Background: an optimization exercise with open tools, aiming at a short achievable clock period and few clock cycles. Do not read the settings as production practice.
In this exercise RTL edits were held to simulation tests only and were not proved equivalent to the original.
Power is estimated from default activity; no workload was simulated.

== run A ==
==> flow/design.v (excerpt) <==
module anc_decoder (
    input  wire        clk,
    input  wire        rst,
    input  wire        in_valid,
    output wire        in_ready,
    input  wire [31:0] in_data,
    input  wire        in_last,
    output reg         out_valid,
    output reg  [2:0]  out_kind,
    output reg  [31:0] out_data,
    output reg  [2:0]  out_nbytes,
    output reg  [3:0]  out_bad
);
    localparam [2:0] K_PHDR = 3'd1,
                     K_MHDR = 3'd2,
                     K_MID  = 3'd3,
                     K_UDW  = 3'd4,
                     K_MEND = 3'd5,
                     K_PEND = 3'd6;
    localparam integer ROWS  = 5;
    localparam integer DEPTH = 4 * ROWS;
    localparam integer THR   = DEPTH - 3 * 4;
    localparam integer EW = 42;
    integer i, j, m;
    reg         rst_r;
    always @(posedge clk)
        rst_r <= rst;
    function [1:0] parity_pair;
        input [7:0] x;
        begin
            parity_pair = {^x, ~^x};
        end
    endfunction
    reg         in_ready_r;
    reg  [31:0] a_d;
    reg         a_l;
    reg         a_v;
    assign in_ready = in_ready_r;
    always @(posedge clk) begin
        a_d <= in_data;
        a_l <= in_last;
        a_v <= in_valid && in_ready_r;
    end
    reg  [4:0]  st;
    wire        st_ph = st[0];
    wire        st_m0 = st[1];
    wire        st_m1 = st[2];
  ...
==> flow/config.mk <==
export PLATFORM = sky130hd
export DESIGN_NAME = anc_decoder
export DESIGN_NICKNAME = anc_decoder
export VERILOG_FILES = /design/flow/design.v
export SDC_FILE = /design/flow/constraint.sdc
export NUM_CORES = 4
export LEC_CHECK = 0
export ABC_CLOCK_PERIOD_IN_PS = 2500
export CAP_MARGIN = 20
export CORE_MARGIN = 2
export CORE_UTILIZATION = 55
export CTS_CLUSTER_DIAMETER = 50
export CTS_CLUSTER_SIZE = 16
export SLEW_MARGIN = 20
export TNS_END_PERCENT = 100
==> flow/constraint.sdc <==
create_clock -name core_clock -period 8.0 [get_ports {clk}]
set_input_delay 1.6000 -clock core_clock [delete_from_list [all_inputs] [get_ports {clk}]]
set_output_delay 1.6000 -clock core_clock [all_outputs]
set_load 0.01 [all_outputs]
standard.sh (not shown) runs the stock make flow with config.mk's settings and CLKGATE_MAP_FILE= SYNTH_SCRIPT=/design/flow/synth_recipe.tcl, a recipe that flattens the netlist after the stock synthesis.
==> flow/flow/run.sh <==
#!/bin/bash
set -euo pipefail
bash standard.sh SETUP_SLACK_MARGIN=5.6 finish > flow_make.log 2>&1
Testbench counts of run A, summed over its fixed seeds: cycles 19,953.
> inputs changed (run A -> run B)
- CORE_UTILIZATION: 55 -> 65
- CTS_CLUSTER_SIZE: 16 -> unset
- CTS_CLUSTER_DIAMETER: 50 -> unset
Findings:
- Diff run B..run A | data arrival time of the critical path | negligible
- Between run B and run A, the difference in multi-input logic area is negligible.
- Mean number of vias per cell of run B exceeds that of run A by a few percent.
### run B -> run C
- changing CORE_UTILIZATION from 65 to 50
## What came out
Run C | stages: all done | timing, DRC, antenna: all pass. Sort run C and run B by layout cell share with drive strength beyond 1, ascending, and run C comes first. Run C against run B: half-perimeter wire length after detailed placement up 1200 um; non-clock buffer count went down 47. The clock tree skew after final layout on run C is in line with that on run B. Run C packs its core looser than run B.
Setup changes, run C to run D
- setting CTS_CLUSTER_SIZE to 20 for the first time
- changing CORE_UTILIZATION from 50 to 55
- setting CTS_CLUSTER_DIAMETER to 60 for the first time
==> run summary <==
- Final-layout clock buffer total: run D and run C compared, lower one is run D
- The highest signal layer in the routed design comes out met4 in one run and met5 in the other, namely in run C and run D respectively.
- The overall power reported for run D is smaller than that of run C by about 10%.
- The core of run D is more densely filled than that of run C.
- Run D went all the way through the flow, and no timing, DRC or antenna check failed.
- When run D is measured against run C, its proportion of power drawn by combinational gates turns out 0.2 points higher.
- Changes observed in run D relative to run C: design area lower, area added between synthesis and finish decreased by 2.5 points relative to the old numbers, last weighted congestion value of the routability-driven placer went up by about 1.2%.
- In the reports for run D and run C, the larger clock input transition at the sequential cells of the worst setup and hold paths belongs to run D.
[inputs] run E vs run D
- setting SETUP_SLACK_MARGIN to 5 for the first time
- changing CORE_UTILIZATION from 55 to 50
- removing CTS_CLUSTER_DIAMETER (formerly 60)
- removing CTS_CLUSTER_SIZE (formerly 20)
==> flow/run.sh (new file) <==
#!/bin/bash
# synth_recipe.tcl (not shown) runs the flow's synth.tcl, then flattens the netlist and writes it again
# the make line also repeats each setting of config.mk as NAME=value (left out here)
make -C /OpenROAD-flow-scripts/flow DESIGN_CONFIG=/design/flow/config.mk WORK_HOME=/design/flow/orfs CLKGATE_MAP_FILE= SYNTH_SCRIPT=/design/flow/synth_recipe.tcl finish
removed: flow/flow/run.sh
removed: flow/standard.sh
Notes after the runs:
In the tables for run D and run E, post-synthesis to final-layout area growth reads higher with run E.
Run E: maximum vdd ir drop is about 18% higher than what run D reported.
Run E: number of buffers added by the clock tree synthesis step higher than run D


anc_decoder, a different RTL version from the one above (not shown whole).
Size in the first run: roughly 5000 cells after synthesis, ~1900 flip-flops.
==> flow/config.mk <==
export PLATFORM = sky130hd
export DESIGN_NAME = anc_decoder
export DESIGN_NICKNAME = anc_decoder
export VERILOG_FILES = /design/flow/design.v
export SDC_FILE = /design/flow/constraint.sdc
export NUM_CORES = 4
export LEC_CHECK = 0
export ABC_CLOCK_PERIOD_IN_PS = 2500
export CAP_MARGIN = 20
export CORE_MARGIN = 2
export CORE_UTILIZATION = 65
export CTS_CLUSTER_DIAMETER = 60
export CTS_CLUSTER_SIZE = 20
export SLEW_MARGIN = 20
export TNS_END_PERCENT = 100
==> flow/constraint.sdc <==
create_clock -name core_clock -period 8.0 [get_ports {clk}]
set_input_delay 1.6000 -clock core_clock [delete_from_list [all_inputs] [get_ports {clk}]]
set_output_delay 1.6000 -clock core_clock [all_outputs]
set_load 0.01 [all_outputs]
==> flow/flow/run.sh <==
#!/bin/bash
set -euo pipefail
bash standard.sh SETUP_SLACK_MARGIN=5.6 finish > flow_make.log 2>&1
Testbench counts at the start, summed over its fixed seeds: cycles 19,926.
Next try:
- CORE_UTILIZATION: 65 -> 55
The changed run ran to the end with no violations; wire length increases by a few percent; via count is about the same; maximum frequency drops slightly; die area goes up by about a fifth.

separate check: timing with driven ports:
In the flow no input, the clock included, has a driving cell. The finished layouts below were timed again as built, in two steps. Step 1 assumes that a clkbuf_16 drives the clock port and a buf_2 every other input. Step 2 also shifts input and output timing later by t, the mid clock arrival at the registers, as if the neighbouring blocks saw the same clock. Slacks: no drivers / after step 1 / after step 2; pairs: no drivers / after step 1.
run	t, ns	setup slack, ns	worst slew at a driven data input, ns
run A	0.839	5.194 / 5.113 / 5.417	0.05
run B	0.853	5.175 / 5.101 / 5.326	0.05
run C	0.849	5.179 / 5.106 / 5.351	0.05
run D	0.805	5.222 / 5.143 / 5.409	0.05
run E	0.846	5.050 / 4.980 / 5.140	0.05
the first run of note 2	0.815	5.208 / 5.137 / 5.448	0.08
the second run of note 2	0.853	5.175 / 5.096 / 5.504	0.06
After both steps every run listed still meets setup and hold.
